What follows belongs to an exercise in optimizing a design on an open flow for small area and few clock cycles; a production flow would make more cautious choices. Function was checked by simulation only, so behaviour that the tests miss may differ from the original. Power and IR drop assume default switching activity.

**run.sh**
```bash
#!/bin/bash
# synth_recipe.tcl (not shown) runs the flow's synth.tcl, then flattens the netlist and writes it again
# the make line also repeats each setting of config.mk as NAME=value (left out here)
make -C /OpenROAD-flow-scripts/flow DESIGN_CONFIG=/design/flow/config.mk WORK_HOME=/design/flow/orfs CLKGATE_MAP_FILE= SYNTH_SCRIPT=/design/flow/synth_recipe.tcl finish
```
**config.mk**
```make
export PLATFORM = sky130hd
export DESIGN_NAME = mb_rtu_rx
export DESIGN_NICKNAME = mb_rtu_rx
export VERILOG_FILES = /design/flow/design.v
export SDC_FILE = /design/flow/constraint.sdc
export NUM_CORES = 4
export LEC_CHECK = 0
export CAP_MARGIN = 20
export CORE_MARGIN = 2
export CORE_UTILIZATION = 40
export SLEW_MARGIN = 20
export SYNTH_MEMORY_MAX_BITS = 4096
```
**constraint.sdc**
```tcl
create_clock -name core_clock -period 10.0 [get_ports {clk}]
set_input_delay 2.0000 -clock core_clock [delete_from_list [all_inputs] [get_ports {clk}]]
set_output_delay 2.0000 -clock core_clock [all_outputs]
set_load 0.01 [all_outputs]
```
**design.v**
```verilog
module mb_rtu_rx (
    input  wire       clk,
    input  wire       rst,           
    input  wire [7:0] cfg_unit_id,   
    input  wire       rx_valid,      
    input  wire [7:0] rx_byte,
    input  wire       rx_mid,        
    input  wire       rx_silence,    
    output wire       rx_ready,
    output reg        ev_valid,
    output reg  [3:0] ev_code,
    output reg        pdu_valid,
    output reg  [7:0] pdu_data,
    output reg        pdu_last,
    output reg        pdu_bcast,
    input  wire       pdu_ready
);
    localparam [3:0] EV_ACCEPT   = 4'd1;
    localparam [3:0] EV_BCAST    = 4'd2;
    localparam [3:0] EV_OTHER    = 4'd3;
    localparam [3:0] EV_TIMEOUT  = 4'd4;
    localparam [3:0] EV_SHORT    = 4'd5;
    localparam [3:0] EV_CRC      = 4'd6;
    localparam [3:0] EV_T15      = 4'd7;
    localparam [3:0] EV_OVERFLOW = 4'd8;
    localparam [1:0] S_IDLE = 2'd0;
    localparam [1:0] S_RECV = 2'd1;
    localparam [1:0] S_DISC = 2'd2;
    localparam QW = 3;               
    localparam QD = 1 << QW;
    localparam OW = 4;               
    localparam RM = 1 << OW;         
    localparam KW = 8 - OW;          
    localparam RK = 1 << KW;         
    reg  [1:0]  state;
    reg  [15:0] crc;         
    reg         ovf;         
    reg         uid_b;       
    reg         uid_m;       
    reg  [7:0]  tc;          
    reg  [8:0]  nf;          
    reg  [8:0]  fs;          
    reg  [8:0]  ws;          
    reg  [8:0]  rs;          
    reg         rfirst;      
    reg  [OW-1:0] q_skip [0:QD-1];
    reg  [7:0]    q_end  [0:QD-1];
    reg           q_bc   [0:QD-1];
    reg  [QW:0]   q_wp;
    reg  [QW:0]   q_rp;
    wire [QW-1:0] qh = q_rp[QW-1:0];
    wire q_empty = (q_wp == q_rp);
    wire q_full  = (q_wp == {~q_rp[QW], q_rp[QW-1:0]});
    reg  [15:0] crc_in;
    reg  [15:0] crc_upd;
    integer     i;
    always @(*) begin
        crc_in  = (state == S_IDLE) ? 16'hFFFF : crc;
        crc_upd = crc_in ^ {8'h00, rx_byte};
        for (i = 0; i < 8; i = i + 1)
            crc_upd = crc_upd[0] ? ((crc_upd >> 1) ^ 16'hA001) : (crc_upd >> 1);
    end
    wire [8:0] cur   = rfirst ? rs + q_skip[qh] : rs;
    wire [7:0] rdist = tc - cur[7:0];            
    wire [8:0]  nstored = ws - fs;               
    wire        at_max  = (nstored[7:0] == 8'd255);
    wire [OW-1:0] skip  = tc[OW-1:0] + 1'b1 - nf[OW-1:0];
    wire [8:0]  wslot   = (nstored[7:0] == 8'd0) ? nf + skip : ws;
    wire [7:0]  wdist   = tc + 8'd1 - wslot[7:0];
    wire [8:0]  room    = wslot - cur;
    wire        w_ok    = (wdist[OW-1:0] == 0) && (q_empty || !room[8]);
    wire append = (state == S_RECV) && !rx_mid && !at_max;
    assign rx_ready = rx_silence ? !q_full : !(rx_valid && append && !w_ok);
    wire take_byte = rx_valid && rx_ready;
    wire take_sil  = rx_silence && !rx_valid && rx_ready;
    wire wr_en     = take_byte && append;
    wire crc_ok  = (crc == 16'h0000);
    wire long_ok = (nstored[7:0] >= 8'd3);
    wire commit  = take_sil && (state == S_RECV) && long_ok && crc_ok && (uid_b || uid_m);
    reg  [8*RM-1:0] seg [0:RK-1];
    wire [7:0]      tap [0:RK-1];
    genvar k;
    generate
        for (k = 0; k < RK; k = k + 1) begin : g_seg
            wire [7:0] prev = seg[(k + RK - 1) % RK][8*RM-1 -: 8];
            wire       ins  = wr_en && (wdist[7:OW] == k);
            assign tap[k] = seg[k][8*RM-1 -: 8];
            always @(posedge clk)
                seg[k] <= {seg[k][8*RM-9:0], ins ? rx_byte : prev};
        end
    endgenerate
    wire rd_ok = !q_empty && (rdist[OW-1:0] == RM - 1);
    wire rd_go = rd_ok && (!pdu_valid || pdu_ready);
    wire rd_last = (cur[7:0] == q_end[qh]);
    always @(posedge clk) begin
        if (commit) begin
            q_skip[q_wp[QW-1:0]] <= fs[OW-1:0] - nf[OW-1:0];
            q_end[q_wp[QW-1:0]]  <= ws[7:0] - 8'd3;
            q_bc[q_wp[QW-1:0]]   <= uid_b;
        end
        if (rd_go) begin
            pdu_data  <= tap[rdist[7:OW]];
            pdu_last  <= rd_last;
            pdu_bcast <= q_bc[qh];
        end
    end
    always @(posedge clk) begin
        if (rst) begin
            state     <= S_IDLE;
            crc       <= 16'hFFFF;
            ovf       <= 1'b0;
            uid_b     <= 1'b0;
            uid_m     <= 1'b0;
            tc        <= 8'd0;
            nf        <= 9'd0;
            fs        <= 9'd0;
            ws        <= 9'd0;
            rs        <= 9'd0;
            rfirst    <= 1'b1;
            q_wp      <= {(QW+1){1'b0}};
            q_rp      <= {(QW+1){1'b0}};
            ev_valid  <= 1'b0;
            ev_code   <= 4'd0;
            pdu_valid <= 1'b0;
        end else begin
            ev_valid <= 1'b0;
            tc       <= tc + 8'd1;
            if (rd_go) begin
                pdu_valid <= 1'b1;
                rs        <= cur + 9'd1;
                rfirst    <= rd_last;
                if (rd_last)
                    q_rp <= q_rp + 1'b1;
            end else if (pdu_ready) begin
                pdu_valid <= 1'b0;
            end
            if (commit)
                q_wp <= q_wp + 1'b1;
            case (state)
                S_IDLE: begin
                    if (take_byte) begin
                        crc   <= crc_upd;
                        uid_b <= (rx_byte == 8'h00);
                        uid_m <= (rx_byte == cfg_unit_id);
                        fs    <= nf;
                        ws    <= nf;
                        state <= S_RECV;
                    end else if (take_sil) begin
                        ev_valid <= 1'b1;
                        ev_code  <= EV_TIMEOUT;
                    end
                end
                S_RECV: begin
                    if (take_byte) begin
                        if (rx_mid) begin
                            ovf   <= 1'b0;
                            state <= S_DISC;
                        end else if (at_max) begin
                            ovf   <= 1'b1;
                            state <= S_DISC;
                        end else begin
                            if (nstored[7:0] == 8'd0)
                                fs <= wslot;
                            ws  <= wslot + 9'd1;
                            crc <= crc_upd;
                        end
                    end else if (take_sil) begin
                        ev_valid <= 1'b1;
                        state    <= S_IDLE;
                        if (commit)
                            nf <= ws - 9'd2;
                        if (!long_ok)
                            ev_code <= EV_SHORT;
                        else if (!crc_ok)
                            ev_code <= EV_CRC;
                        else if (uid_b)
                            ev_code <= EV_BCAST;
                        else if (uid_m)
                            ev_code <= EV_ACCEPT;
                        else
                            ev_code <= EV_OTHER;
                    end
                end
                default: begin
                    if (take_sil) begin
                        ev_valid <= 1'b1;
                        ev_code  <= ovf ? EV_OVERFLOW : EV_T15;
                        state    <= S_IDLE;
                    end
                end
            endcase
        end
    end
endmodule
```
==> results.txt, run 1 <==
initial antenna violation count 2; first-pass GRT wire length around 150000 µm; Async S/R FF share, synth 0%; Hold Violations, Final 0; fmax approximately 0.11 GHz; CTS sink count 2244; Post-CTS Hold Buffers 0; 1st-pass router iterations 5; outcome complete, no violations; synthesized cell area 55100 µm²; Pleak between 20 and 30 nW; WHS 0.275 ns; die height 375 µm; Port Buf Inserts 38; Synth Register Bits 2244; clock latency (worst-skew pair) 0.79 ns; drc violations 0; I/O pin count 39; class of the worst hold path reg -> reg; maximum fanout along the worst path 17; Most used DFF post-synth dfxtp_1; worst vdd ir 212 µV; HPWL Detailed 59200 µm; max_cap viols 0; vias in the first global route 24409; final instance area around 65000 µm²; H-tree levels 4; pre-CTS WS approximately 1.6 ns; clk_skew 0.0710 ns; postcts setup bufs 0; Reg clk slew, reported paths 0.06 ns; clock buffer count from CTS 193; Ys Warns 2; # nets final around 3700; max-slew violation count 0; core footprint 137000 µm²; Mapped Cells 3425; Die ar. 141000 µm²; commonest non-fill, non-tap cell in the layout dfxtp_1; register area share after synthesis 83.6%; Starting DRT DRC Count 1401; crit path kind reg -> out; TNS Setup 0 ns; Slew @ Worst Pin between 1 and 1.5 ns; DR vias 24326; most frequent cells in the layout dfxtp_1 (2130), clkbuf_16 (194), mux2_2 (139); Post-synth EDFFs between 100 and 150; Data arrival, critical path 7.10 ns; post-route ant nets 0; ratio of cells with drive above 1 in the final layout ~15%; vias per std cell 4.35; pin count of the biggest net entering global routing 68; overflow left after global routing 0; Startpoint Class register; final wirelength 96600 µm; Crit path required time ~8 ns; fillers approximately 12000; Max Root-Sink Buffers 3; die width 375 µm; syn_nets 3505; unrepaired setup endpoints after global routing false; final worst slack 0.897 ns; Final Util 47.1%; starting density of the core between 40% and 50%; Cell variety after synth 88; gr usage total 13.8%; final setup vio count 0; row count approximately 140; CTS root buffer clkbuf_16; post-CTS resize count 0; TritonCTS clock tree built; critical path capture point type output port; PwrDens 266 nW/µm²; synthesized area per cell between 15 and 20 µm²; P&R area growth vs syn 17.2%; fin crit period 9.10 ns; wire length per cell roughly 17 µm; Post-DP Area about 58000 µm²; Slew HR a little over a fifth; routability cong. approximately 0.84; Tcrit/Tclk final 91.0%
[where the power goes]
part | total, mW | leakage, nW | internal (mW) | switching, mW
Clock | 7.57 | 3.28 | 4.35 | 3.22
Sequential | 9.18 | 18.1 | 9.13 | 0.0459
Combinational | 0.426 | 3.65 | 0.140 | 0.286
[final timing paths]
| kind | from | end | slack (ns) | cells past startpoint |
|---|---|---|---|---|
| setup / recovery | ws[0] | rx_ready | 0.90 | 23 |
| hold / removal | seg[9][98] | seg[9][106] | 0.27 | 0 |
| setup reg to reg | ws[0] | seg[11][5] | 2.86 | 23 |
| hold reg to reg | seg[9][98] | seg[9][106] | 0.27 | 0 |
[per-stage QoR]
step / instances / power, mW
CTS: 5583 / 17.4
global route: 5583 / 17.8
finish: 5586 / 17.2
global placement: 5223 / 9.80
floorplan: 3425 / 9.66
detailed placement: 5223 / 9.80
[cells in the mapped netlist, types with 5 or more instances]
cell      number  share of area, %
and2_1        12              0.14
nand2b_1      13              0.15
nor4_4        17              0.66
a21o_1        14              0.19
nor4_1        16              0.18
clkbuf_1      73              0.50
xnor2_1       72               1.1
inv_1         43              0.29
o21ai_0       56              0.51
mux4_2        28               1.1
edfxtp_1     114               6.2
a211oi_1      17              0.23
a31oi_1       12              0.14
xor2_1        46              0.73
nor2b_1        9              0.10
a311oi_1       8              0.13
nor3_1        32              0.29
ha_1          52               1.2
nand3_1       41              0.37
and3_1        12              0.14
nand4_1       12              0.14
mux2_2       139               2.8
o21a_1        11              0.15
fa_1           6              0.22
mux2i_1       42              0.76
nor3b_1       13              0.18
a21oi_1       59              0.54
a22oi_1        8              0.11
nand2_1       82              0.56
dfxtp_1     2130                77
o31ai_1        5             0.068
o211ai_1      11              0.15
o22ai_1        6             0.068
nor2_1       118              0.80
[kinds of logic after synthesis]
logic type / after synthesis / share of synthesized area (%)
flip-flops: 2244 / 83.6
AND/OR/NAND/NOR: 395 / 3.97
AO/OA/AOI/OAI: 270 / 3.35
multiplexers: 209 / 4.75
buffers and inverters: 125 / 0.869
XOR/XNOR: 124 / 2.10
adder cells (fa/ha/maj): 58 / 1.40
[critical path: stages (launching register included)]
cell and delay (ns):
dfxtp_1 0.39, inv_1 0.28, ha_1 0.20, inv_1 0.05
fa_1 0.41, a211oi_2 0.29, nor2_1 0.10, xnor2_1 0.29
o2111ai_4 0.26, nor4_4 0.71, nand2_1 0.09, o21ai_0 0.26
inv_1 0.09, ha_1 0.31, a21o_1 0.18, a21oi_1 0.15
nor2b_1 0.07, nor3_1 0.46, nand3_1 0.12, mux2_2 0.29
a211o_1 0.31, nand2_4 0.39, nor2_1 0.13, clkdlybuf4s50_1 0.50
[flip-flops by register name (all words and copies together) (netlist names), 8 cells and up, named ones only]
register and cells:
q_bc 8, crc 16, q_end 64, nf 9
ws 9, fs 8, q_skip 32, rs 9
tc 8, pdu_data 8, seg 2048
[area by class of cell]
type | count | area, µm² | share of cell area (%)
flip-flops and latches | 2244 | 46100 | 71.3
inverters | 45 | 169 | 0.262
well taps | 1794 | 2240 | 3.48
repair buffers | 84 | 721 | 1.12
multi-input cells | 1056 | 8660 | 13.4
clock inverters | 72 | 1050 | 1.62
diodes | 3 | 7.51 | 0.0116
clock buffers | 288 | 5680 | 8.79
[layer usage]
metal	part of all wire, %	up-vias	global-route usage (%)	wire length, µm
met3	3.9	188	2.71	3770
met4	2.9	0	5.17	2780
met1	50	11798	19.7	48100
met2	43	435	20.8	41900
li1	-	11905	-	-
met5	0	-	0	0
Testbench counts, summed over its fixed seeds: cycles 30,610.
==> run 2: changes to the inputs <==
--- a/config.mk
+++ b/config.mk
@@ -10,2 +10,4 @@
 export CORE_UTILIZATION = 40
+export CTS_CLUSTER_DIAMETER = 100
+export CTS_CLUSTER_SIZE = 25
 export SLEW_MARGIN = 20
==> run 2 against run 1 <==
  * Die area is the same
  * Sequential cell count did not move
  * Total power decreased by 18%
  * Highest routed layer unchanged
  * Final area shrank 6.0%
  * Sequential share of layout area grew 4.6 points
  * Area after synthesis unchanged
  * Still clean
  * Clock skew down 0.032 ns
==> results.txt, run 2 <==
outcome complete, no violations; DR vias 23538; Inst Count DP 5223; Pleak 23.2 nW; pin count of the biggest net entering global routing between 60 and 70; Worst R2R Path Depth 20; internal power 11.2 mW; Cell variety after synth 88; wire length per cell 17.6 µm; met3 WL post-DR 3300 µm; post-route ant nets 0; TritonCTS clock tree built; Mapped Cells roughly 3400; Starting DRT DRC Count 1468; final setup vio count 0; Reg clk slew, reported paths approximately 0.11 ns; vias in the first global route 23057; max-slew violation count 0; core footprint 137000 µm²; overflow left after global routing 0; die height 375 µm; P&R area growth vs syn 10.1%; starting density of the core 40.2%; fin cells 5351; top-count cell post-synth dfxtp_1; final wirelength 94100 µm; HPWL Detailed approximately 60000 µm; drc violations 0; synthesized cell area 55100 µm²; Tcrit/Tclk final roughly nine tenths; CTS sink count 2244; worst vdd ir 169 µV; max_cap viols 0; commonest non-fill, non-tap cell in the layout dfxtp_1; routed length on met1 ~48000 µm; class of the worst hold path reg -> reg; sw frac 20.8%; Sequential Power Share 65.1%; max reg flops 2048; Min-Delay Endpoint seg[0][72]; synthesized area per cell ~16 µm²; TNS Setup 0 ns; Post-CTS Hold Buffers 0; DR top layer met4; most frequent cells in the layout dfxtp_1 (2130), mux2_2 (139), nor2_1 (115); Startpoint Class register; PnR Total Power 14.1 mW; combinational group share of total power roughly 3.0%; Async S/R FF share, synth 0%; post-synth top area share 77.4%; Die ar. roughly 140000 µm²; crit path kind reg -> out; met2 routed WL 40600 µm; initial antenna violation count 3; first-pass GRT wire length ~140000 µm; PwrDens around 230 nW/µm²; postcts setup bufs 0; gr usage total 13.3%; WHS 0.302 ns; Max Root-Sink Buffers 3; die width 375 µm; unrepaired setup endpoints after global routing false; Crit path required time 8.00 ns; Hold Violations, Final 0; syn_nets approximately 3500; post-CTS resize count 0; # nets final 3612; ratio of cells with drive above 1 in the final layout a little over a tenth; Most used DFF post-synth dfxtp_1; Synth area leaders dfxtp_1 (77%), edfxtp_1 (6.2%), mux2_2 (2.8%), ha_1 (1.2%), mux4_2 (1.1%); Clk network pwr share 31.8%; row count 136; fin crit period 9.17 ns; Post-synth EDFFs 114; maximum fanout along the worst path 17; clock latency (worst-skew pair) 0.74 ns; hold-critical path depth 0; Ys Warns 2; Port Buf Inserts 38; Data arrival, critical path 7.17 ns; I/O pin count 39; vias per std cell 4.40; CTS root buffer clkbuf_16; Sw Pwr roughly 2.9 mW; H-tree levels 3; Synth Register Bits 2244; register area share after synthesis 83.6%; clock buffer count from CTS 101; routability cong. 0.842; Slew @ Worst Pin 1.14 ns; reg-to-reg setup timing slack around 2.9 ns; top cells by count, synth dfxtp_1 (2130), mux2_2 (139), nor2_1 (118); biggest area consumer among synthesized cells dfxtp_1; hold path startpoint seg[0][64]; Slew HR 23.3%; R2R Path End pdu_data[7]; clk_skew between 0.03 and 0.04 ns; fmax 0.109 GHz; critical path capture point type output port; 1st-pass router iterations 5; Top reg by flops seg
==> run 2: changes by cell type in the layout (fill, tap and decap cells not counted), sizes merged <==
cell / before / now
bufinv: 14 / 0
clkinvlp: 6 / 0
clkinv: 40 / 8
diode: 3 / 2
clkbuf: 288 / 115
inv: 57 / 48
==> run 2: logic make-up after synthesis <==
logic type / Yosys count / synth area share [%]
XOR/XNOR: 124 / 2.10
flip-flops: 2244 / 83.6
AND/OR/NAND/NOR: 395 / 3.97
AO/OA/AOI/OAI: 270 / 3.35
buffers and inverters: 125 / 0.869
multiplexers: 209 / 4.75
adder cells (fa/ha/maj): 58 / 1.40
==> run 2: layout make-up <==
| class | count | area (µm²) |
|---|---|---|
| Sequential cell | 2244 | 46100 |
| Fill cell | 12025 | 76500 |
| Multi-Input combinational cell | 1056 | 8660 |
| Clock buffer | 115 | 2610 |
| Antenna cell | 2 | 5.00 |
| Timing Repair Buffer | 84 | 721 |
| Tap cell | 1794 | 2240 |
| Clock inverter | 11 | 213 |
| Inverter | 45 | 169 |
==> run 2: routing by layer <==
layer  track usage [%]  up-vias
met5                 0        -
met4              4.25        0
met3              2.29      148
met2              20.2      348
met1              19.4    11482
li1                  -    11560
==> run 2: worst max-delay path, cell delays in order, from the launching register on <==
cell and delay (ns):
dfxtp_1 0.40, inv_1 0.28, ha_1 0.20, inv_1 0.05, fa_1 0.41, a211oi_2 0.29
nor2_1 0.10, xnor2_1 0.29, o2111ai_4 0.26, nor4_4 0.71, o21ai_0 0.38, inv_1 0.12
ha_1 0.24, a21o_1 0.18, a21oi_1 0.15, nor2b_1 0.07, nor3_1 0.52, nand3_1 0.13
mux2_2 0.29, a211o_1 0.31, nand2_4 0.39, nor2_1 0.13, clkdlybuf4s50_1 0.50
==> run 2: worst max path at each step <==
| stage | from | endpoint | cells after the start |
|---|---|---|---|
| final | ws[0] | rx_ready | 22 |
| after global routing | ws[0] | rx_ready | 23 |
| after CTS | ws[0] | rx_ready | 23 |
| after detailed placement | ws[0] | rx_ready | 23 |
| after global placement | ws[0] | rx_ready | 23 |
| after floorplan | register | rx_ready | 21 |
==> run 2: stage by stage <==
stage	setup WS (ns)	instance area [µm²]	util, %
floorplan	2.04	55100	-
global placement	1.71	57900	42.2
detailed placement	1.62	57900	42.2
CTS	0.792	60700	44.2
global route	0.311	60700	44.2
finish	0.833	60700	44.2
==> run 2: power by group through the flow <==
stage                     registers, mW  logic [mW]  clock network [mW]
after detailed placement           9.38       0.423                   0
after global routing               9.18       0.462                4.93
after global placement             9.38       0.421                   0
after floorplan                    9.36       0.302                   0
after CTS                          9.17       0.425                4.63
final                              9.17       0.426                4.48
==> run 3: changes to the inputs <==
--- a/config.mk
+++ b/config.mk
@@ -7,2 +7,3 @@
 export LEC_CHECK = 0
+export ABC_AREA = 1
 export CAP_MARGIN = 20
==> run 3 against run 2 <==
  * Sequential power increased by 3.5%
  * Total power increased by 3.3%
  * Non-clock buffer count decreased by 24
  * Core utilization decreased by 0.24 points
  * Highest routed layer unchanged
  * Fmax increased by 14%
  * Die area decreased by 1.6%
  * Still clean on timing, DRC and antenna
  * Critical endpoint unchanged
  * Worst setup slack improved by 1.1 ns
  * Largest power group unchanged
==> results.txt, run 3 <==
fin crit period 8.07 ns; overflow left after global routing 0; clock latency (worst-skew pair) a little over 0.7 ns; post-route ant nets 0; max incr delay on CP 0.52 ns; 1st-pass router iterations 7; Most used DFF post-synth dfxtp_1; pre-CTS WS 2.65 ns; gr usage total approximately 12%; fin cells between 5000 and 6000; initial antenna violation count 3; Async S/R FF share, synth 0%; maximum fanout along the worst path 49; I/O pin count 39; Crit path required time 8.00 ns; pin count of the biggest net entering global routing 50; commonest non-fill, non-tap cell in the layout dfxtp_1; Starting DRT DRC Count about 1600; routability cong. ~0.85; Post-DP Area around 57000 µm²; fmax 0.124 GHz; ratio of cells with drive above 1 in the final layout roughly 4.7%; starting density of the core 40.2%; final setup vio count 0; fillers 12051; Ys Warns 2; # nets final 3993; Post-synth EDFFs 114; final wirelength roughly 85000 µm; Mapped Cells approximately 3800; met3 usage between 2 and 2.5%; clk_skew 0.0329 ns; Slowest-stage cell, CP clkdlybuf4s50_1; Slew HR 28.0%; Synth area leaders dfxtp_1 (79%), edfxtp_1 (6.3%), nand2_1 (3.2%), ha_1 (1.2%), nor2_1 (1.2%); max-slew violation count 0; critical path's top delay family buffers and inverters; Startpoint Class register; Slew @ Worst Pin 1.08 ns; met2 usage a little under a fifth; row count 135; class of the worst hold path reg -> reg; die height 372 µm; Storage cell area 46100 µm²; PwrDens 245 nW/µm²; Final Util 44.0%; Max Root-Sink Buffers 3; unrepaired setup endpoints after global routing false; Inst Count DP 5592; clock buffer count from CTS 100; met1 GRT Util 18.5%; Port Buf Inserts 38; drc violations 0; top-count cell post-synth dfxtp_1; area of the multi-input gates between 7000 and 8000 µm²; die width 372 µm; Hold Violations, Final 0; synthesized area per cell 14.2 µm²; H-tree levels 3; Die ar. approximately 140000 µm²; Synth Register Bits between 2000 and 2500; Top reg by flops seg; Data arrival, critical path approximately 6 ns; cell mode on critical path nand2_1; HPWL Detailed between 50000 and 60000 µm; TritonCTS clock tree built; post-CTS resize count 0; Pleak 23.5 nW; CTS root buffer clkbuf_16; Cell variety after synth 56; vias in the first global route 23311; register area share after synthesis 85.0%; Reg clk slew, reported paths 0.11 ns; synthesized cell area 54200 µm²; final worst slack 1.93 ns; first-pass GRT wire length 132000 µm; Tcrit/Tclk final 80.7%; WHS between 0.3 and 0.4 ns; outcome complete, no violations; worst vdd ir between 150 and 200 µV; GRT busiest layer met1; CTS sink count 2244; CP Buf/Inv Count 7; Post-CTS Hold Buffers 0; max reg flops between 2000 and 2500; biggest area consumer among synthesized cells dfxtp_1; vias per std cell 4.25; wire length per cell 14.9 µm; post-synth top area share 78.7%; PnR Total Power 14.5 mW; postcts setup bufs 0; final instance area 59400 µm²; max_cap viols 0; most frequent cells in the layout dfxtp_1 (2130), nand2_1 (459), nor2_1 (170); top cells by count, synth dfxtp_1 (2130), nand2_1 (459), nor2_1 (170); DR vias 24317; TNS Setup 0 ns; critical path capture point type output port; crit path kind reg -> out; core footprint around 130000 µm²; syn_nets 3895; P&R area growth vs syn 9.57%
[run 3: cell count changes in the layout (fill, tap and decap cells not counted), sizes merged, moves of 42 or more]
| cell | before | now |
|---|---|---|
| inv | 48 | 177 |
| mux2 | 139 | 1 |
| mux2i | 42 | 0 |
| nand2 | 83 | 478 |
| nor2 | 118 | 179 |
| o21ai | 59 | 217 |
[run 3: worst reg2reg max path, delay by kind of cell, from the launching register on]
family                     cells  cell delay (ns)
buffers and inverters          6             1.70
adders and majority gates      3             1.10
DFF                            1             0.33
and+or+nand+nor               11             2.23
AOI/OAI and AO/OA              9             1.44
[run 3: cell type report]
| cell class | instances | share of cell area [%] |
|---|---|---|
| diodes | 2 | 0.00843 |
| clock buffers | 113 | 4.37 |
| clock inverters | 8 | 0.238 |
| inverters | 176 | 1.12 |
| multi-input cells | 1331 | 12.0 |
| flip-flops and latches | 2244 | 77.6 |
| well taps | 1781 | 3.75 |
| repair buffers | 60 | 0.918 |
[run 3: report_power, final]
group / leakage [nW] / internal (mW) / total, mW / switching, mW
Sequential: 18.2 / 9.38 / 9.49 / 0.111
Clock: 1.33 / 1.87 / 4.39 / 2.53
Combinational: 3.96 / 0.202 / 0.657 / 0.455
Total: 23.5 / 11.4 / 14.5 / 3.09
[run 3: metal layers]
layer  wire length, µm  vias up
met5                 0        -
met4              1700        0
met3              3590      118
met2             35400      407
met1             44600    11453
li1                  -    12339
[run 3: kinds of logic after synthesis]
family	share of synthesized area [%]
flops	85.0
fa+ha+maj	1.42
buf+inv	1.85
mux	0.0208
xor+xnor	1.39
compound gates	3.65
simple gates	6.69
[run 3: path summary, 6_finish.rpt]
| kind | startpoint | end | slack [ns] | cells after the start |
|---|---|---|---|---|
| worst max-delay path | register | rx_ready | 1.93 | 29 |
| worst min-delay path | seg[11][77] | seg[11][85] | 0.31 | 0 |
| worst max register to register | register | pdu_data[5] | 3.07 | 29 |
| worst min register to register | seg[11][77] | seg[11][85] | 0.31 | 0 |
==> run 4: changes to the inputs <==
--- a/design.v
+++ b/design.v
@@ -45,7 +45,9 @@
     reg         rfirst;      
-    reg  [OW-1:0] q_skip [0:QD-1];
-    reg  [7:0]    q_end  [0:QD-1];
-    reg           q_bc   [0:QD-1];
+    localparam QB = OW + 9;
+    reg  [QB-1:0] qr [0:QD-1];
     reg  [QW:0]   q_wp;
     reg  [QW:0]   q_rp;
+    reg           p_v;         
+    reg  [OW-1:0] p_skip;
+    reg           p_bc;
     wire [QW-1:0] qh = q_rp[QW-1:0];
@@ -53,2 +55,21 @@
     wire q_full  = (q_wp == {~q_rp[QW], q_rp[QW-1:0]});
+    wire [QW-1:0] q_ins_d = tc[QW-1:0] + 1'b1 - q_wp[QW-1:0];
+    wire q_ins = p_v && !q_full && (q_ins_d == 0);
+    wire [QW-1:0] q_hpos = tc[QW-1:0] - qh;
+    wire [QB-1:0] q_head = qr[q_hpos];
+    wire [OW-1:0] h_skip = q_head[QB-1:9];
+    wire [7:0]    h_end  = q_head[8:1];
+    wire          h_bc   = q_head[0];
+    genvar qp;
+    generate
+        for (qp = 0; qp < QD; qp = qp + 1) begin : g_q
+            if (qp == 0) begin : g_wr
+                always @(posedge clk)
+                    qr[0] <= q_ins ? {p_skip, nf[7:0] - 8'd1, p_bc} : qr[QD-1];
+            end else begin : g_sh
+                always @(posedge clk)
+                    qr[qp] <= qr[qp - 1];
+            end
+        end
+    endgenerate
     reg  [15:0] crc_in;
@@ -62,3 +83,3 @@
     end
-    wire [8:0] cur   = rfirst ? rs + q_skip[qh] : rs;
+    wire [8:0] cur   = rfirst ? rs + h_skip : rs;
     wire [7:0] rdist = tc - cur[7:0];            
@@ -69,6 +90,9 @@
     wire [7:0]  wdist   = tc + 8'd1 - wslot[7:0];
-    wire [8:0]  room    = wslot - cur;
-    wire        w_ok    = (wdist[OW-1:0] == 0) && (q_empty || !room[8]);
+    wire [8:0]  room    = wslot - (q_empty ? rs : cur);
+    wire        w_ok    = (wdist[OW-1:0] == 0) && ((q_empty && !p_v) || !room[8]);
     wire append = (state == S_RECV) && !rx_mid && !at_max;
-    assign rx_ready = rx_silence ? !q_full : !(rx_valid && append && !w_ok);
+    wire crc_ok  = (crc == 16'h0000);
+    wire long_ok = (nstored[7:0] >= 8'd3);
+    wire accept  = (state == S_RECV) && long_ok && crc_ok && (uid_b || uid_m);
+    assign rx_ready = rx_silence ? !(accept && p_v && !q_ins) : !(rx_valid && append && !w_ok);
     wire take_byte = rx_valid && rx_ready;
@@ -76,5 +100,3 @@
     wire wr_en     = take_byte && append;
-    wire crc_ok  = (crc == 16'h0000);
-    wire long_ok = (nstored[7:0] >= 8'd3);
-    wire commit  = take_sil && (state == S_RECV) && long_ok && crc_ok && (uid_b || uid_m);
+    wire commit  = take_sil && accept;
     reg  [8*RM-1:0] seg [0:RK-1];
@@ -93,8 +115,7 @@
     wire rd_go = rd_ok && (!pdu_valid || pdu_ready);
-    wire rd_last = (cur[7:0] == q_end[qh]);
+    wire rd_last = (cur[7:0] == h_end);
     always @(posedge clk) begin
         if (commit) begin
-            q_skip[q_wp[QW-1:0]] <= fs[OW-1:0] - nf[OW-1:0];
-            q_end[q_wp[QW-1:0]]  <= ws[7:0] - 8'd3;
-            q_bc[q_wp[QW-1:0]]   <= uid_b;
+            p_skip <= fs[OW-1:0] - nf[OW-1:0];
+            p_bc   <= uid_b;
         end
@@ -103,3 +124,3 @@
             pdu_last  <= rd_last;
-            pdu_bcast <= q_bc[qh];
+            pdu_bcast <= h_bc;
         end
@@ -121,2 +142,3 @@
             q_rp      <= {(QW+1){1'b0}};
+            p_v       <= 1'b0;
             ev_valid  <= 1'b0;
@@ -136,4 +158,8 @@
             end
+            if (q_ins) begin
+                q_wp <= q_wp + 1'b1;
+                p_v  <= 1'b0;
+            end
             if (commit)
-                q_wp <= q_wp + 1'b1;
+                p_v <= 1'b1;
             case (state)
==> run 4 against run 3 <==
  * Largest cell class unchanged
  * Still clean
  * Synthesized cell count decreased by 1.1%
  * Die area fell by 2.0%
  * Area after synthesis fell by 2.0%
  * Sequential power fell by 2%
  * Register-to-register slack worse by 1.1 ns
  * Largest power group unchanged
  * Worst setup slack got worse by 1.3 ns
  * Clock-buffer cell count down 5
  * Hold slack worse by 0.020 ns
==> results.txt, run 4 <==
outcome complete, no violations; Top reg by flops seg; Most used DFF post-synth dfxtp_1; 1st-pass router iterations 5; Cell variety after synth 48; Synth Register Bits 2247; wire length per cell between 15 and 20 µm; max_cap viols 0; unrepaired setup endpoints after global routing false; Starting DRT DRC Count 1647; Post-synth EDFFs 15; most frequent cells in the layout dfxtp_1 (2232), nand2_1 (470), o21ai_0 (170); post-synth top area share 84.1%; TritonCTS clock tree built; register area share after synthesis 85.0%; synthesized cell area roughly 53000 µm²; Hold Violations, Final 0; drc violations 0; combinational group share of total power approximately 3.8%; Die ar. 136000 µm²; Crit path required time 8.00 ns; worst vdd ir 136 µV; fin crit period 9.32 ns; core footprint 132000 µm²; sw frac 21.2%; Data arrival, critical path 7.32 ns; Max Root-Sink Buffers 3; final instance area 58300 µm²; overflow left after global routing 0; CTS sink count ~2200; DR vias around 24000; post-route ant nets 0; maximum fanout along the worst path 12; area of the multi-input gates 7060 µm²; Clk network pwr share a little over 30%; Slowest-stage cell, CP nor2_1; die height about 370 µm; Storage cell area roughly 45000 µm²; clock latency (worst-skew pair) 0.73 ns; # nets final between 3000 and 4000; Synth area leaders dfxtp_1 (84%), nand2_1 (3.3%), o21ai_0 (1.6%), ha_1 (1.3%), inv_1 (1.2%); Sw Pwr 3.01 mW; pin count of the biggest net entering global routing 44; final setup vio count 0; vias in the first global route 22584; Ys Warns 3; starting density of the core between 40% and 50%; Startpoint Class register; Port Buf Inserts 38; max incr delay on CP 0.69 ns; synthesized area per cell 14.1 µm²; postcts setup bufs 0; vias per std cell 4.23; Tcrit/Tclk final 93.2%; Post-CTS Hold Buffers 0; class of the worst hold path reg -> reg; HPWL Detailed 57500 µm; syn_nets 3855; fillers ~12000; critical path capture point type output port; max reg flops 2048; PwrDens approximately 240 nW/µm²; Post-DP Area 55500 µm²; Pleak 23.1 nW; clk_skew 0.0548 ns; first-pass GRT wire length between 100000 and 150000 µm; PnR Total Power 14.2 mW; post-CTS resize count 0; CTS root buffer clkbuf_16; P&R area growth vs syn 9.67%; final wirelength 86900 µm; fmax 0.107 GHz; crit path kind reg -> out; Slew HR approximately 22%; top cells by count, synth dfxtp_1 (2232), nand2_1 (470), o21ai_0 (170); top-count cell post-synth dfxtp_1; Sequential Power Share around two thirds; routability cong. roughly 0.84; initial antenna violation count 5; Mapped Cells 3772; Slew @ Worst Pin roughly 1.2 ns; max-slew violation count 0; die width 368 µm; clock buffer count from CTS 101; ratio of cells with drive above 1 in the final layout 4.35%; gr usage total 12.7%; Async S/R FF share, synth 0%; Reg clk slew, reported paths around 0.10 ns; commonest non-fill, non-tap cell in the layout dfxtp_1; internal power roughly 11 mW; row count 133; H-tree levels 3; I/O pin count 39; TNS Setup 0 ns; biggest area consumer among synthesized cells dfxtp_1
run 4: final cells by class:
type / count / area share [%]
Tap cell: 1755 / 3.77
Inverter: 169 / 1.09
Multi-Input combinational cell: 1299 / 12.1
Clock buffer: 108 / 4.40
Timing Repair Buffer: 51 / 0.820
Antenna cell: 3 / 0.0129
Clock inverter: 11 / 0.314
Sequential cell: 2247 / 77.5
run 4: power groups by stage:
| stage | combinational (mW) | clock, mW | sequential (mW) |
|---|---|---|---|
| after floorplan | 0.372 | 0 | 9.47 |
| after global placement | 0.534 | 0 | 9.50 |
| after detailed placement | 0.537 | 0 | 9.51 |
| after CTS | 0.540 | 4.57 | 9.30 |
| after global routing | 0.600 | 4.89 | 9.33 |
| final | 0.536 | 4.41 | 9.30 |
run 4: critical path, delay by kind of cell, from the launching register on:
family                   cells  cell delay (ns)
adder cells (fa/ha/maj)      5             1.53
AO/OA/AOI/OAI                8             1.46
flip-flops                   1             0.52
XOR/XNOR                     1             0.39
AND/OR/NAND/NOR              9             1.63
buffers and inverters        4             1.08
run 4: logic make-up after synthesis:
family	share of synthesized area (%)
AO/OA/AOI/OAI	4.13
XOR/XNOR	1.68
adder cells (fa/ha/maj)	1.54
buffers and inverters	1.75
flip-flops	85.0
AND/OR/NAND/NOR	5.93
run 4: metrics by stage:
stage          std cells  setup WS (ns)  hold slack, ns  utilization [%]
4_1_cts             5640          0.579           0.282             44.2
3_3_place_gp        5521           1.45           0.309             42.2
3_5_place_dp        5521           1.38           0.312             42.2
6_report            5643          0.682           0.293             44.3
2_1_floorplan       3772           3.18           0.310                -
5_1_grt             5640         0.0175           0.290             44.2
run 4: metal layers:
| metal | global-route usage [%] | share of wire, % | vias up |
|---|---|---|---|
| met5 | 0 | 0 | - |
| met4 | 4.15 | 2.4 | 0 |
| met1 | 19.2 | 53 | 11240 |
| met3 | 2.25 | 4.7 | 119 |
| met2 | 18.3 | 40 | 406 |
| li1 | - | - | 12117 |
run 4: final timing paths:
check / startpoint / end / slack [ns] / depth (start not counted)
setup / recovery: tc[0] / rx_ready / 0.68 / 27
hold / removal: seg[6][25] / seg[6][33] / 0.29 / 0
setup reg to reg: tc[0] / pdu_data[3] / 1.94 / 31
hold reg to reg: seg[6][25] / seg[6][33] / 0.29 / 0
Testbench counts of run 4, summed over its fixed seeds: cycles 30,736.
==> run 5: changes to the inputs <==
--- a/design.v
+++ b/design.v
@@ -91,3 +91,5 @@
     wire [8:0]  room    = wslot - (q_empty ? rs : cur);
-    wire        w_ok    = (wdist[OW-1:0] == 0) && ((q_empty && !p_v) || !room[8]);
+    wire        rd_go;
+    wire        w_ok    = (wdist[OW-1:0] == 0) &&
+                          ((q_empty && !p_v) || !room[8] || (room == 9'h100 && rd_go));
     wire append = (state == S_RECV) && !rx_mid && !at_max;
@@ -114,3 +116,3 @@
     wire rd_ok = !q_empty && (rdist[OW-1:0] == RM - 1);
-    wire rd_go = rd_ok && (!pdu_valid || pdu_ready);
+    assign rd_go = rd_ok && (!pdu_valid || pdu_ready);
     wire rd_last = (cur[7:0] == h_end);
==> run 5 against run 4 <==
  * Total power rose by 0.31%
  * Sequential power is 0.6% lower
  * Core utilization down 0.092 points
  * First-iteration DRC count rose by 15%
  * Final area grew 1.1%
  * Combinational power is 15% higher
  * Worst setup slack better by 0.12 ns
  * Synthesized cell count increased by 3.0%
  * Critical path depth grew 8
  * Register-to-register slack better by 0.20 ns
  * Die area is 0.91% higher
  * Clock skew shrank 0.017 ns
  * Critical endpoint unchanged
  * Largest cell class unchanged
==> results.txt, run 5 <==
synthesized area per cell 13.8 µm²; Startpoint Class register; P&R area growth vs syn 9.81%; fin crit period 9.20 ns; class of the worst hold path reg -> reg; WHS ~0.31 ns; internal power 11.2 mW; max-slew violation count 0; pin count of the biggest net entering global routing 51; sw frac 21.6%; final setup vio count 0; HPWL Detailed 58200 µm; fin cells 5773; Inst Count DP approximately 5600; wire length per cell 15.4 µm; Async S/R FF share, synth 0%; Synth Register Bits 2247; Data arrival, critical path 7.20 ns; Slew HR approximately 27%; Mapped Cells about 3900; core footprint 133000 µm²; Pleak ~24 nW; Clk network pwr share between 30% and 40%; CTS sink count 2247; routability cong. between 0.8 and 0.9; max incr delay on CP 0.57 ns; Post-synth EDFFs 15; CP Buf/Inv Count 6; post-synth top area share 83.4%; Slowest-stage cell, CP clkdlybuf4s50_1; Sw Pwr 3.08 mW; biggest area consumer among synthesized cells dfxtp_1; die width 370 µm; Max Root-Sink Buffers 3; clock buffer count from CTS 101; ratio of cells with drive above 1 in the final layout 4.28%; max reg flops 2048; clock latency (worst-skew pair) 0.72 ns; cell mode on critical path nand2_1; I/O pin count 39; Cell variety after synth 54; overflow left after global routing 0; worst vdd ir 163 µV; row count around 130; Sequential Power Share 64.7%; PwrDens 243 nW/µm²; Tcrit/Tclk final a little over 90%; CTS root buffer clkbuf_16; Slew @ Worst Pin roughly 1.1 ns; Die ar. ~140000 µm²; crit path kind reg -> out; initial antenna violation count 4; drc violations 0; register area share after synthesis 84.2%; fillers 11964; vias per std cell 4.26; vias in the first global route 23235; outcome complete, no violations; H-tree levels 3; Final Util roughly 44%; TNS Setup 0 ns; clk_skew 0.0375 ns; critical path capture point type output port; Reg clk slew, reported paths 0.11 ns; first-pass GRT wire length 136000 µm; Synth area leaders dfxtp_1 (83%), nand2_1 (3.3%), o21ai_0 (1.9%), nand3_1 (1.4%), ha_1 (1.3%); fmax 0.109 GHz; Post-CTS Hold Buffers 0; Starting DRT DRC Count 1891; synthesized cell area around 54000 µm²; TritonCTS clock tree built; Ys Warns 3; top-count cell post-synth dfxtp_1; top cells by count, synth dfxtp_1 (2232), nand2_1 (475), o21ai_0 (208); DR vias around 25000; syn_nets 3970; final wirelength 89200 µm; Most used DFF post-synth dfxtp_1; most frequent cells in the layout dfxtp_1 (2232), nand2_1 (474), o21ai_0 (207); Port Buf Inserts 38; max_cap viols 0; critical path's top delay family adder cells; gr usage total roughly an eighth; combinational group share of total power 4.3%; Hold Violations, Final 0; 1st-pass router iterations 5; die height 370 µm; starting density of the core 40.2%; Crit path required time 8.00 ns; commonest non-fill, non-tap cell in the layout dfxtp_1; maximum fanout along the worst path 13; unrepaired setup endpoints after global routing false; # nets final between 4000 and 5000; Top reg by flops seg; post-route ant nets 0
## run 5: cell count changes in the layout (fill, tap and decap cells not counted), moves of 8 or more
| cell | change |
|---|---|
| o21ai_2 | -8 |
| a211oi_1 | -11 |
| o21ai_0 | +37 |
| buf_4 | +11 |
| nand3_1 | +80 |
| inv_1 | +21 |
| o21ai_1 | -25 |
| nand2_2 | -9 |
| nand4_1 | +16 |
| a21oi_1 | -9 |
| a22o_1 | -9 |
## run 5: timing repair
action / in CTS / in global routing
endpoints found under the setup margin: 0 / 1
gates resized for setup: 0 / 3
buffers inserted: 0 / 0
## run 5: kinds of logic (layout without fill, tap and decap cells)
family                   count (synthesis)  count (layout)  share of synthesized area, %
multiplexers                             2               2                        0.0373
flip-flops                            2247            2247                          84.2
AND/OR/NAND/NOR                        849             849                          6.79
AO/OA/AOI/OAI                          357             357                          3.62
adder cells (fa/ha/maj)                 64              64                          1.61
other                                    0               5                             0
buffers and inverters                  259             375                          1.91
XOR/XNOR                               106             106                          1.84
## run 5: final timing paths
path                                  start           to  cells past startpoint  slack, ns
worst min-delay path            seg[2][104]  seg[2][112]                      0       0.31
worst min register to register  seg[2][104]  seg[2][112]                      0       0.31
worst max-delay path                  tc[0]     rx_ready                     35       0.80
worst max register to register        tc[0]  pdu_data[1]                     32       2.14
## run 5: power by group through the flow
stage          logic [mW]  clock network [mW]  registers, mW
2_1_floorplan       0.403                   0           9.42
3_3_place_gp        0.604                   0           9.45
3_5_place_dp        0.605                   0           9.45
4_1_cts             0.609                4.59           9.24
5_1_grt             0.677                4.90           9.27
6_report            0.614                4.44           9.24
## run 5: layer usage
metal,up-vias,track usage (%),wire (µm)
li1,12466,-,-
met1,11564,19.5,46500
met2,434,18.9,36300
met3,136,2.03,3780
met4,0,4.18,2590
met5,-,0,0
## run 5: per-stage QoR
step	area (µm²)	total power [mW]	setup WS, ns
after global placement	56100	10.0	1.23
after global routing	58900	14.8	0.138
final	58900	14.3	0.800
after detailed placement	56100	10.1	1.22
after CTS	58800	14.4	0.383
after floorplan	53600	9.82	2.66
## run 5: cell type report
cell class / count / area (µm²) / area share (%)
flip-flops and latches: 2247 / 45100 / 76.7
multi-input cells: 1378 / 7460 / 12.7
clock buffers: 110 / 2560 / 4.35
well taps: 1768 / 2210 / 3.76
inverters: 192 / 722 / 1.23
repair buffers: 62 / 561 / 0.952
clock inverters: 11 / 200 / 0.340
diodes: 5 / 12.5 / 0.0213
## run 5: worst reg2reg max path, delay by kind of cell (launching register included)
kind	cells	cell delay, ns
xor gates and xnor gates	2	0.87
DFF	1	0.52
adders and majority gates	5	1.76
AOI/OAI and AO/OA	7	1.21
buffers and inverters	6	1.49
and+or+nand+nor	12	1.74
Testbench counts of run 5, summed over its fixed seeds: cycles 30,463.
==> run 6: changes to the inputs <==
--- a/design.v
+++ b/design.v
@@ -56,8 +56,10 @@
     wire [QW-1:0] q_ins_d = tc[QW-1:0] + 1'b1 - q_wp[QW-1:0];
-    wire q_ins = p_v && !q_full && (q_ins_d == 0);
+    wire q_ins = p_v && !q_full && (q_ins_d == 0) && !p_pop;
+    wire p_pop;                
     wire [QW-1:0] q_hpos = tc[QW-1:0] - qh;
     wire [QB-1:0] q_head = qr[q_hpos];
-    wire [OW-1:0] h_skip = q_head[QB-1:9];
-    wire [7:0]    h_end  = q_head[8:1];
-    wire          h_bc   = q_head[0];
+    wire [OW-1:0] h_skip = q_empty ? p_skip : q_head[QB-1:9];
+    wire [7:0]    h_endp = q_empty ? nf[7:0] : q_head[8:1];    
+    wire          h_bc   = q_empty ? p_bc : q_head[0];
+    wire          h_v    = !q_empty || p_v;
     genvar qp;
@@ -67,3 +69,3 @@
                 always @(posedge clk)
-                    qr[0] <= q_ins ? {p_skip, nf[7:0] - 8'd1, p_bc} : qr[QD-1];
+                    qr[0] <= q_ins ? {p_skip, nf[7:0], p_bc} : qr[QD-1];
             end else begin : g_sh
@@ -90,3 +92,3 @@
     wire [7:0]  wdist   = tc + 8'd1 - wslot[7:0];
-    wire [8:0]  room    = wslot - (q_empty ? rs : cur);
+    wire [8:0]  room    = wslot - cur;
     wire        rd_go;
@@ -115,5 +117,7 @@
     endgenerate
-    wire rd_ok = !q_empty && (rdist[OW-1:0] == RM - 1);
+    wire rd_ok = h_v && (rdist[OW-1:0] == RM - 1);
     assign rd_go = rd_ok && (!pdu_valid || pdu_ready);
-    wire rd_last = (cur[7:0] == h_end);
+    wire [8:0] cur_n = cur + 9'd1;
+    wire rd_last = (cur_n[7:0] == h_endp);
+    assign p_pop = rd_go && rd_last && q_empty;
     always @(posedge clk) begin
@@ -153,5 +157,5 @@
                 pdu_valid <= 1'b1;
-                rs        <= cur + 9'd1;
+                rs        <= cur_n;
                 rfirst    <= rd_last;
-                if (rd_last)
+                if (rd_last && !q_empty)
                     q_rp <= q_rp + 1'b1;
@@ -164,2 +168,4 @@
             end
+            if (p_pop)
+                p_v <= 1'b0;
             if (commit)
==> run 6 against run 5 <==
  * Sequential share of layout area fell by 0.68 points
  * Sequential cell count did not move
  * Combinational power fell by 16%
  * Via count rose by 1.1%
  * Register-to-register slack improved by 0.13 ns
  * Non-clock buffer count fell by 1
  * Core utilization fell by 0.16 points
  * Hold slack got worse by 0.0071 ns
  * Highest routed layer is now met5
  * Largest power group unchanged
  * Largest cell class unchanged
  * Critical path depth fell by 1
  * Area after synthesis rose by 1.1%
  * First-iteration DRC count fell by 16%
  * Routed wire length rose by 2.4%
==> results.txt, run 6 <==
outcome complete, no violations; Data arrival, critical path 7.27 ns; row count 135; H-tree levels 3; Starting DRT DRC Count 1584; Pleak 24.1 nW; wire length per cell roughly 15 µm; final setup vio count 0; register area share after synthesis 83.3%; fillers around 12000; pin count of the biggest net entering global routing 64; synthesized cell area 54200 µm²; crit path kind reg -> out; Crit path required time 8.00 ns; clock buffer count from CTS 101; max incr delay on CP 0.54 ns; Max Root-Sink Buffers 3; I/O pin count 39; initial antenna violation count 7; most frequent cells in the layout dfxtp_1 (2232), nand2_1 (665), nor2_1 (185); gr usage total 13.2%; Startpoint Class register; TritonCTS clock tree built; Top reg by flops seg; fin cells 5899; synthesized area per cell 13.6 µm²; Slew HR between 30% and 40%; P&R area growth vs syn 9.57%; unrepaired setup endpoints after global routing false; CTS sink count 2247; vias in the first global route 23274; DR vias approximately 25000; Final Util 44.0%; die height 372 µm; Sw Pwr 2.99 mW; commonest non-fill, non-tap cell in the layout dfxtp_1; die width 372 µm; drc violations 0; sw frac 21.1%; clk_skew 0.0388 ns; ratio of cells with drive above 1 in the final layout between 6 and 7%; HPWL Detailed between 60000 and 70000 µm; post-synth top area share 82.4%; internal power roughly 11 mW; max reg flops between 2000 and 2500; final wirelength 91300 µm; biggest area consumer among synthesized cells dfxtp_1; Ys Warns 3; Post-synth EDFFs 15; core footprint 135000 µm²; top cells by count, synth dfxtp_1 (2232), nand2_1 (665), nor2_1 (185); PwrDens 239 nW/µm²; TNS Setup 0 ns; Clk network pwr share a little under a third; starting density of the core 40.2%; Inst Count DP 5775; Most used DFF post-synth dfxtp_1; critical path capture point type output port; Slew @ Worst Pin 1.03 ns; post-route ant nets 0; fin crit period 9.27 ns; Hold Violations, Final 0; overflow left after global routing 0; maximum fanout along the worst path 19; CTS root buffer clkbuf_16; Sequential Power Share approximately two thirds; # nets final 4177; vias per std cell 4.21; fmax 0.108 GHz; combinational group share of total power 3.6%; postcts setup bufs 0; class of the worst hold path reg -> reg; Slowest-stage cell, CP clkdlybuf4s50_1; clock latency (worst-skew pair) 0.72 ns; top-count cell post-synth dfxtp_1; Tcrit/Tclk final between 90 and 100%; max_cap viols 0; max-slew violation count 0; worst vdd ir 152 µV; Synth area leaders dfxtp_1 (82%), nand2_1 (4.6%), nor2_1 (1.3%), inv_1 (1.2%), ha_1 (1.2%); Port Buf Inserts 38; syn_nets 4073; Cell variety after synth 54; Reg clk slew, reported paths ~0.090 ns; Die ar. 138000 µm²; Mapped Cells 3993; cell mode on critical path nand2_1; first-pass GRT wire length 137000 µm; Async S/R FF share, synth 0%; 1st-pass router iterations 7; Synth Register Bits 2247; routability cong. around 0.84
==> run 6: cell count changes after synthesis, moves of 13 or more <==
| cell | before | now |
|---|---|---|
| nand2_1 | 475 | 665 |
| nor2_1 | 125 | 185 |
| a21oi_1 | 76 | 51 |
| nand2_2 | 2 | 15 |
| o21ai_2 | 0 | 60 |
| nand3_1 | 146 | 78 |
| o21ai_0 | 208 | 107 |
==> run 6: stage by stage <==
step	hold slack, ns	power [mW]	setup WS (ns)	cell area [µm²]
6_report	0.301	14.2	0.728	59400
4_1_cts	0.302	14.3	0.288	59400
3_3_place_gp	0.310	9.94	1.10	56600
2_1_floorplan	0.310	9.79	2.62	54200
3_5_place_dp	0.312	9.95	1.12	56600
5_1_grt	0.299	14.8	0.00725	59400
==> run 6: final timing paths <==
kind	from	to	slack (ns)	cells past startpoint
setup reg to reg	tc[0]	pdu_data[0]	2.27	35
hold / removal	seg[1][37]	seg[1][45]	0.30	0
hold reg to reg	seg[1][37]	seg[1][45]	0.30	0
setup / recovery	tc[0]	rx_ready	0.73	34
==> run 6: layout make-up <==
class                      instances  area, µm²  share of cell area [%]
antenna                            4       10.0                  0.0169
tap                             1781       2230                    3.75
clock buffer                     111       2610                    4.39
inverter                         189        709                    1.19
sequential                      2247      45100                    76.0
timing repair buffer              61        553                   0.931
clock inverter                     9        155                   0.261
multi-input combinational       1497       7990                    13.5
==> run 6: power by group through the flow <==
stage	clock [mW]	sequential (mW)	combinational [mW]
after floorplan	0	9.42	0.371
after global placement	0	9.44	0.500
after detailed placement	0	9.45	0.506
after CTS	4.60	9.24	0.510
after global routing	4.93	9.26	0.567
final	4.44	9.24	0.513
==> run 6: worst max-delay path: cells and delay by family (launching register included) <==
kind	cells	cell delay (ns)
adder cells (fa/ha/maj)	5	1.73
AO/OA/AOI/OAI	5	0.99
buffers and inverters	8	1.34
AND/OR/NAND/NOR	16	2.02
flip-flops	1	0.49
==> run 6: routing by layer <==
| layer | wire, µm | GRT usage [%] | up-vias |
|---|---|---|---|
| li1 | - | - | 12680 |
| met1 | 46500 | 19.1 | 11617 |
| met2 | 37800 | 19.4 | 390 |
| met3 | 4030 | 2.84 | 174 |
| met4 | 3020 | 4.69 | 2 |
| met5 | 12 | 0 | - |
==> run 6: what timing repair did <==
| item | in CTS | in global routing |
|---|---|---|
| hold buffers | 0 | 0 |
| gates resized for setup | 0 | 1 |
| endpoints found under the setup margin | 0 | 1 |
| endpoints found under the hold margin | 0 | 0 |
==> run 6: cell families after synthesis <==
| group | synth area share (%) |
|---|---|
| mux | 0.0369 |
| simple gates | 8.47 |
| fa+ha+maj | 1.44 |
| buf+inv | 1.99 |
| flops | 83.3 |
| compound gates | 3.43 |
| xor+xnor | 1.37 |
Testbench counts of run 6, summed over its fixed seeds: cycles 30,227.
==> run 7: changes to the inputs <==
--- a/design.v
+++ b/design.v
@@ -92,6 +92,4 @@
     wire [7:0]  wdist   = tc + 8'd1 - wslot[7:0];
-    wire [8:0]  room    = wslot - cur;
-    wire        rd_go;
-    wire        w_ok    = (wdist[OW-1:0] == 0) &&
-                          ((q_empty && !p_v) || !room[8] || (room == 9'h100 && rd_go));
+    wire [8:0]  room    = wslot - (q_empty ? rs : cur);
+    wire        w_ok    = (wdist[OW-1:0] == 0) && ((q_empty && !p_v) || !room[8]);
     wire append = (state == S_RECV) && !rx_mid && !at_max;
@@ -118,3 +116,3 @@
     wire rd_ok = h_v && (rdist[OW-1:0] == RM - 1);
-    assign rd_go = rd_ok && (!pdu_valid || pdu_ready);
+    wire rd_go = rd_ok && (!pdu_valid || pdu_ready);
     wire [8:0] cur_n = cur + 9'd1;
==> run 7 against run 6 <==
  * Still clean on timing, DRC and antenna
  * Routed wire length fell by 4.1%
  * Synthesized cell count is 2.6% lower
  * Final cell count is 2.3% lower
  * Area after synthesis down 0.80%
  * Fmax decreased by 0.57%
  * Clock-buffer cell count decreased by 3
  * Clock skew is 0.014 ns higher
  * Combinational power fell by 9.7%
  * Critical endpoint unchanged
  * Largest power group unchanged
==> results.txt, run 7 <==
outcome complete, no violations; die height 371 µm; first-pass GRT wire length 135000 µm; Hold Violations, Final 0; Mapped Cells about 4000; Ys Warns 3; internal power 11.2 mW; ratio of cells with drive above 1 in the final layout 5.26%; Critical Path Sink rx_ready; Cell variety after synth 57; fin crit period 9.33 ns; starting density of the core 40.3%; fillers 12124; max incr delay on CP about 0.51 ns; top cells by count, synth dfxtp_1 (2232), nand2_1 (504), inv_1 (174); sw frac 21.0%; clock latency (worst-skew pair) 0.73 ns; register area share after synthesis approximately 84%; Post-synth EDFFs 15; fmax 0.107 GHz; postcts setup bufs 0; Crit path required time 8.00 ns; max reg flops 2048; post-route ant nets 0; row count 134; synthesized cell area about 54000 µm²; initial antenna violation count 2; clk_skew 0.0531 ns; biggest area consumer among synthesized cells dfxtp_1; overflow left after global routing 0; Max Root-Sink Buffers 3; maximum fanout along the worst path 31; PwrDens roughly 240 nW/µm²; Tcrit/Tclk final between 90% and 100%; routability cong. 0.825; wire length per cell 15.2 µm; Synth area leaders dfxtp_1 (83%), nand2_1 (3.5%), ha_1 (1.3%), inv_1 (1.2%), o21ai_0 (1.1%); Slowest-stage cell, CP dfxtp_1; max-slew violation count 0; Starting DRT DRC Count 1711; Clk network pwr share 31.3%; CTS root buffer clkbuf_16; vias per std cell around 4.3; Worst R2R Start tc[0]; HPWL Detailed 58100 µm; R2R Path End pdu_data[5]; critical path capture point type output port; TNS Setup 0 ns; Pleak 23.8 nW; crit path kind reg -> out; Sw Pwr ~3.0 mW; worst vdd ir 157 µV; I/O pin count 39; top-count cell post-synth dfxtp_1; vias in the first global route 23553; H-tree levels 3; final wirelength 87600 µm; syn_nets 3970; Data arrival, critical path around 7.3 ns; Most used DFF post-synth dfxtp_1; commonest non-fill, non-tap cell in the layout dfxtp_1; Reg clk slew, reported paths around 0.11 ns; post-synth top area share 83.1%; Sequential Power Share ~65%; Synth Register Bits 2247; Die ar. 137000 µm²; Slew HR 36.3%; Startpoint Class register; gr usage total between 10 and 15%; Worst R2R Path Depth 33; pin count of the biggest net entering global routing 60; combinational group share of total power 3.3%; final setup vio count 0; Async S/R FF share, synth 0%; clock buffer count from CTS about 100; die width 371 µm; DR vias 24592; WHS around 0.30 ns; 1st-pass router iterations 5; synthesized area per cell 13.8 µm²; most frequent cells in the layout dfxtp_1 (2232), nand2_1 (504), inv_1 (174); reg-to-reg setup timing slack 2.40 ns; Post-CTS Hold Buffers 0; # nets final 4063; Worst Setup SP tc[0]; class of the worst hold path reg -> reg; Port Buf Inserts 38; TritonCTS clock tree built; Top reg by flops seg; CTS sink count 2247; Slew @ Worst Pin 0.952 ns; P&R area growth vs syn 9.54%; core footprint roughly 130000 µm²; max_cap viols 0; unrepaired setup endpoints after global routing false; drc violations 0
run 7: cell type report:
type	instances	area [µm²]	area share [%]
multi-input cells	1380	7530	12.8
diodes	1	2.50	0.00425
clock buffers	108	2570	4.37
clock inverters	10	194	0.329
well taps	1768	2210	3.76
flip-flops and latches	2247	45100	76.6
inverters	194	731	1.24
repair buffers	57	523	0.888
run 7: power groups by stage:
stage          sequential [mW]  combinational, mW  clock, mW
3_5_place_dp              9.49              0.462          0
6_report                  9.28              0.463       4.44
4_1_cts                   9.28              0.464       4.59
3_3_place_gp              9.48              0.458          0
2_1_floorplan             9.45              0.333          0
5_1_grt                   9.31              0.515       4.90
run 7: per-layer routing:
metal,up-vias,routed length [µm],track usage (%)
met1,11594,43500,17.9
met2,349,38600,20.0
li1,12498,-,-
met3,151,3010,2.35
met5,-,0,0
met4,0,2450,4.22
run 7: repair_timing:
action / in CTS / in global routing
resized for setup: 0 / 1
hold endpoints to repair: 0 / 0
setup endpoints to repair: 0 / 1
run 7: logic make-up after synthesis:
kind of cell	synth area share, %
and+or+nand+nor	7.19
AOI/OAI and AO/OA	4.07
DFF	83.9
adders and majority gates	1.48
buffers and inverters	2.10
muxes	0.0186
xor gates and xnor gates	1.21
run 7: how the worst min path moves through the flow:
stage	startpoint	to	slack, ns	depth (start not counted)
after floorplan	seg[0][92]	seg[0][100]	0.31	0
after global placement	seg[15][79]	seg[15][87]	0.31	0
after detailed placement	seg[15][3]	seg[15][11]	0.31	0
after CTS	seg[14][88]	seg[14][96]	0.30	0
after global routing	seg[14][88]	seg[14][96]	0.30	0
final	seg[13][102]	seg[13][110]	0.30	0
run 7: through the flow:
stage | setup slack, ns | power (mW) | area, µm² | std cells | utilization (%)
3_5_place_dp | 1.18 | 9.95 | 56100 | 5646 | 42.1
2_1_floorplan | 2.82 | 9.78 | 53800 | 3888 | -
5_1_grt | 0.172 | 14.7 | 58900 | 5764 | 44.1
3_3_place_gp | 1.34 | 9.94 | 56100 | 5646 | 42.1
4_1_cts | 0.363 | 14.3 | 58900 | 5764 | 44.1
6_report | 0.675 | 14.2 | 58900 | 5765 | 44.1
run 7: worst max-delay path: cells and delay by family, from the launching register on:
kind	cells	cell delay, ns
AOI/OAI and AO/OA	7	1.34
and+or+nand+nor	12	1.88
adders and majority gates	5	1.56
DFF	1	0.51
buffers and inverters	7	1.20
xor gates and xnor gates	1	0.12
Testbench counts of run 7, summed over its fixed seeds: cycles 30,432.
==> run 8: changes to the inputs <==
--- a/design.v
+++ b/design.v
@@ -30,6 +30,4 @@
     localparam QD = 1 << QW;
-    localparam OW = 4;               
-    localparam RM = 1 << OW;         
-    localparam KW = 8 - OW;          
-    localparam RK = 1 << KW;         
+    localparam OW = 5;               
+    localparam RW = 5;               
     reg  [1:0]  state;
@@ -92,4 +90,6 @@
     wire [7:0]  wdist   = tc + 8'd1 - wslot[7:0];
-    wire [8:0]  room    = wslot - (q_empty ? rs : cur);
-    wire        w_ok    = (wdist[OW-1:0] == 0) && ((q_empty && !p_v) || !room[8]);
+    wire [8:0]  room    = wslot - cur;
+    wire        rd_go;
+    wire        w_ok    = (wdist[OW-1:0] == 0) &&
+                          ((q_empty && !p_v) || !room[8] || (room == 9'h100 && rd_go));
     wire append = (state == S_RECV) && !rx_mid && !at_max;
@@ -103,16 +103,22 @@
     wire commit  = take_sil && accept;
-    reg  [8*RM-1:0] seg [0:RK-1];
-    wire [7:0]      tap [0:RK-1];
-    genvar k;
+    reg  [7:0] ring [0:255];
+    wire [7:0] tap  [0:(256>>RW)-1];
+    genvar p;
     generate
-        for (k = 0; k < RK; k = k + 1) begin : g_seg
-            wire [7:0] prev = seg[(k + RK - 1) % RK][8*RM-1 -: 8];
-            wire       ins  = wr_en && (wdist[7:OW] == k);
-            assign tap[k] = seg[k][8*RM-1 -: 8];
-            always @(posedge clk)
-                seg[k] <= {seg[k][8*RM-9:0], ins ? rx_byte : prev};
+        for (p = 0; p < 256; p = p + 1) begin : g_pos
+            if (p % (1 << OW) == 0) begin : g_wr
+                wire ins = wr_en && (wdist[7:OW] == (p >> OW));
+                always @(posedge clk)
+                    ring[p] <= ins ? rx_byte : ring[(p + 255) % 256];
+            end else begin : g_sh
+                always @(posedge clk)
+                    ring[p] <= ring[p - 1];
+            end
+            if (p % (1 << RW) == (1 << RW) - 1) begin : g_rd
+                assign tap[p >> RW] = ring[p];
+            end
         end
     endgenerate
-    wire rd_ok = h_v && (rdist[OW-1:0] == RM - 1);
-    wire rd_go = rd_ok && (!pdu_valid || pdu_ready);
+    wire rd_ok = h_v && (rdist[RW-1:0] == {RW{1'b1}});
+    assign rd_go = rd_ok && (!pdu_valid || pdu_ready);
     wire [8:0] cur_n = cur + 9'd1;
@@ -126,3 +132,3 @@
         if (rd_go) begin
-            pdu_data  <= tap[rdist[7:OW]];
+            pdu_data  <= tap[rdist[7:RW]];
             pdu_last  <= rd_last;
==> run 8 against run 7 <==
  * Area after synthesis down 1.0%
  * Sequential cell count up 9
  * Sequential share of layout area up 0.76 points
  * Highest routed layer is now met5
  * Synthesized cell count down 2.7%
  * Final area down 0.57%
  * Clock skew up 0.0037 ns
  * Clock power up 1%
  * Worst setup slack better by 0.037 ns
  * Still clean on timing, DRC and antenna
==> results.txt, run 8 <==
area of the multi-input gates 6740 µm²; TritonCTS clock tree built; Slowest-stage cell, CP fa_1; final worst slack 0.712 ns; post-route ant nets 0; postcts setup bufs 0; Startpoint Class register; critical path capture point type output port; HPWL Detailed 54200 µm; core footprint approximately 130000 µm²; post-synth top area share 84.2%; Die ar. 136000 µm²; Post-CTS Hold Buffers 0; die height around 370 µm; cell mode on critical path nand2_1; row count 133; first-pass GRT wire length 128000 µm; unrepaired setup endpoints after global routing false; max-slew violation count 0; reg-to-reg setup timing slack between 2 and 2.5 ns; R2R Path End ring[160][6]; critical path's top delay family simple AND/OR/NAND/NOR gates; die width ~370 µm; clock buffer count from CTS 102; clock latency (worst-skew pair) 0.74 ns; wire length per cell 14.5 µm; I/O pin count 39; Post-DP Area 55700 µm²; Port Buf Inserts 38; vias in the first global route ~23000; Final Util 44.4%; Worst R2R Start tc[0]; Reg clk slew, reported paths about 0.10 ns; class of the worst hold path reg -> reg; fin cells 5667; # nets final 3975; Max Root-Sink Buffers 3; Worst R2R Path Depth 38; CTS root buffer clkbuf_16; Top reg by flops ring; overflow left after global routing 0; CP Buf/Inv Count 6; starting density of the core 40.4%; WHS 0.295 ns; Min-Delay Endpoint ring[154][5]; max incr delay on CP 0.56 ns; routability cong. 0.858; fillers 11865; Async S/R FF share, synth 0%; Slew @ Worst Pin 1.04 ns; clk_skew approximately 0.057 ns; Synth area leaders dfxtp_1 (84%), nand2_1 (2.8%), inv_1 (1.6%), ha_1 (1.3%), nand3_1 (1.3%); drc violations 0; max reg flops 2048; Ys Warns 3; hold-critical path depth 0; Synth Register Bits between 2000 and 2500; maximum fanout along the worst path 14; DR vias around 24000; H-tree levels 3; CTS sink count 2256; synthesized area per cell 14.1 µm²; PnR Total Power 14.4 mW; P&R area growth vs syn 10.0%; Post-synth EDFFs 16; TNS Setup 0 ns; final instance area 58600 µm²; top cells by count, synth dfxtp_1 (2240), nand2_1 (391), inv_1 (222); hold path startpoint ring[153][5]; ratio of cells with drive above 1 in the final layout 4.84%; Storage cell area between 40000 and 50000 µm²; Starting DRT DRC Count 1556; Cell variety after synth 54; biggest area consumer among synthesized cells dfxtp_1; crit path kind reg -> out; final setup vio count 0; Mapped Cells roughly 3800; Hold Violations, Final 0; pre-CTS WS 1.11 ns; max_cap viols 0; top-count cell post-synth dfxtp_1; initial antenna violation count 9; most frequent cells in the layout dfxtp_1 (2239), nand2_1 (391), inv_1 (222); Crit path required time 8.00 ns; Slew HR 30.5%; fin crit period 9.29 ns; worst vdd ir 174 µV; 1st-pass router iterations 9; PwrDens 245 nW/µm²; outcome complete, no violations; fmax 0.108 GHz; Pleak roughly 24 nW; register area share after synthesis 85.1%; Inst Count DP around 5500; pin count of the biggest net entering global routing 48; commonest non-fill, non-tap cell in the layout dfxtp_1; syn_nets 3868; Tcrit/Tclk final 92.9%; Most used DFF post-synth dfxtp_1; synthesized cell area 53200 µm²; final wirelength 82300 µm; gr usage total 12.1%; Data arrival, critical path between 7 and 8 ns; vias per std cell 4.19
[run 8: cell count changes after synthesis, moves of 11 or more]
cell     delta
o21ai_2    -17
nand2_1   -113
xor2_1     +11
inv_1      +48
a21oi_1    +39
a22o_1     -12
nand4_1    -23
buf_6      -11
nand3_1    +26
buf_2      +12
o21ai_1    -91
nor2_1     +36
[run 8: layer usage]
metal,vias up,global-route usage (%),routed length [µm]
li1,12063,-,-
met1,11127,18.5,43500
met2,396,16.7,31700
met3,145,2.89,4700
met4,4,4.10,2380
met5,-,0,14
[run 8: logic make-up (layout without fill, tap and decap cells)]
logic type / count (synthesis) / in the layout / share of synthesized area, %
flops: 2256 / 2256 / 85.1
simple gates: 784 / 784 / 6.44
compound gates: 310 / 310 / 3.32
buf+inv: 292 / 415 / 2.20
xor+xnor: 80 / 80 / 1.33
fa+ha+maj: 62 / 62 / 1.56
other cells: 0 / 5 / 0
[run 8: where the power goes]
group | internal (mW) | switching, mW
Clock | 1.92 | 2.58
Combinational | 0.151 | 0.302
Sequential | 9.31 | 0.0882
[run 8: how the worst max path moves through the flow]
stage | startpoint | end | slack, ns | cells after the start
3_3_place_gp | tc[0] | rx_ready | 1.21 | 36
6_report | tc[0] | rx_ready | 0.71 | 36
5_1_grt | tc[0] | rx_ready | 0.09 | 36
3_5_place_dp | tc[0] | rx_ready | 1.11 | 36
4_1_cts | tc[0] | rx_ready | 0.25 | 36
2_1_floorplan | tc[0] | rx_ready | 2.50 | 34
[run 8: cell type report]
type / instances / share of cell area, %
inverters: 232 / 1.49
clock inverters: 11 / 0.417
repair buffers: 63 / 0.970
flip-flops and latches: 2256 / 77.4
multi-input cells: 1236 / 11.5
diodes: 5 / 0.0214
well taps: 1755 / 3.75
clock buffers: 109 / 4.46
[run 8: repair_timing]
action	CTS	global route
hold endpoints to repair	0	0
endpoints found under the setup margin	0	1
gates resized for setup	0	3
Testbench counts of run 8, summed over its fixed seeds: cycles 30,259.

Setup slack of run 8, layout unchanged: 0.712 ns with ideal ports, 0.643 ns with driving cells assumed (clock clkbuf_16, inputs buf_2), 1.425 ns with port delays also shifted by the 0.782 ns mid clock arrival.
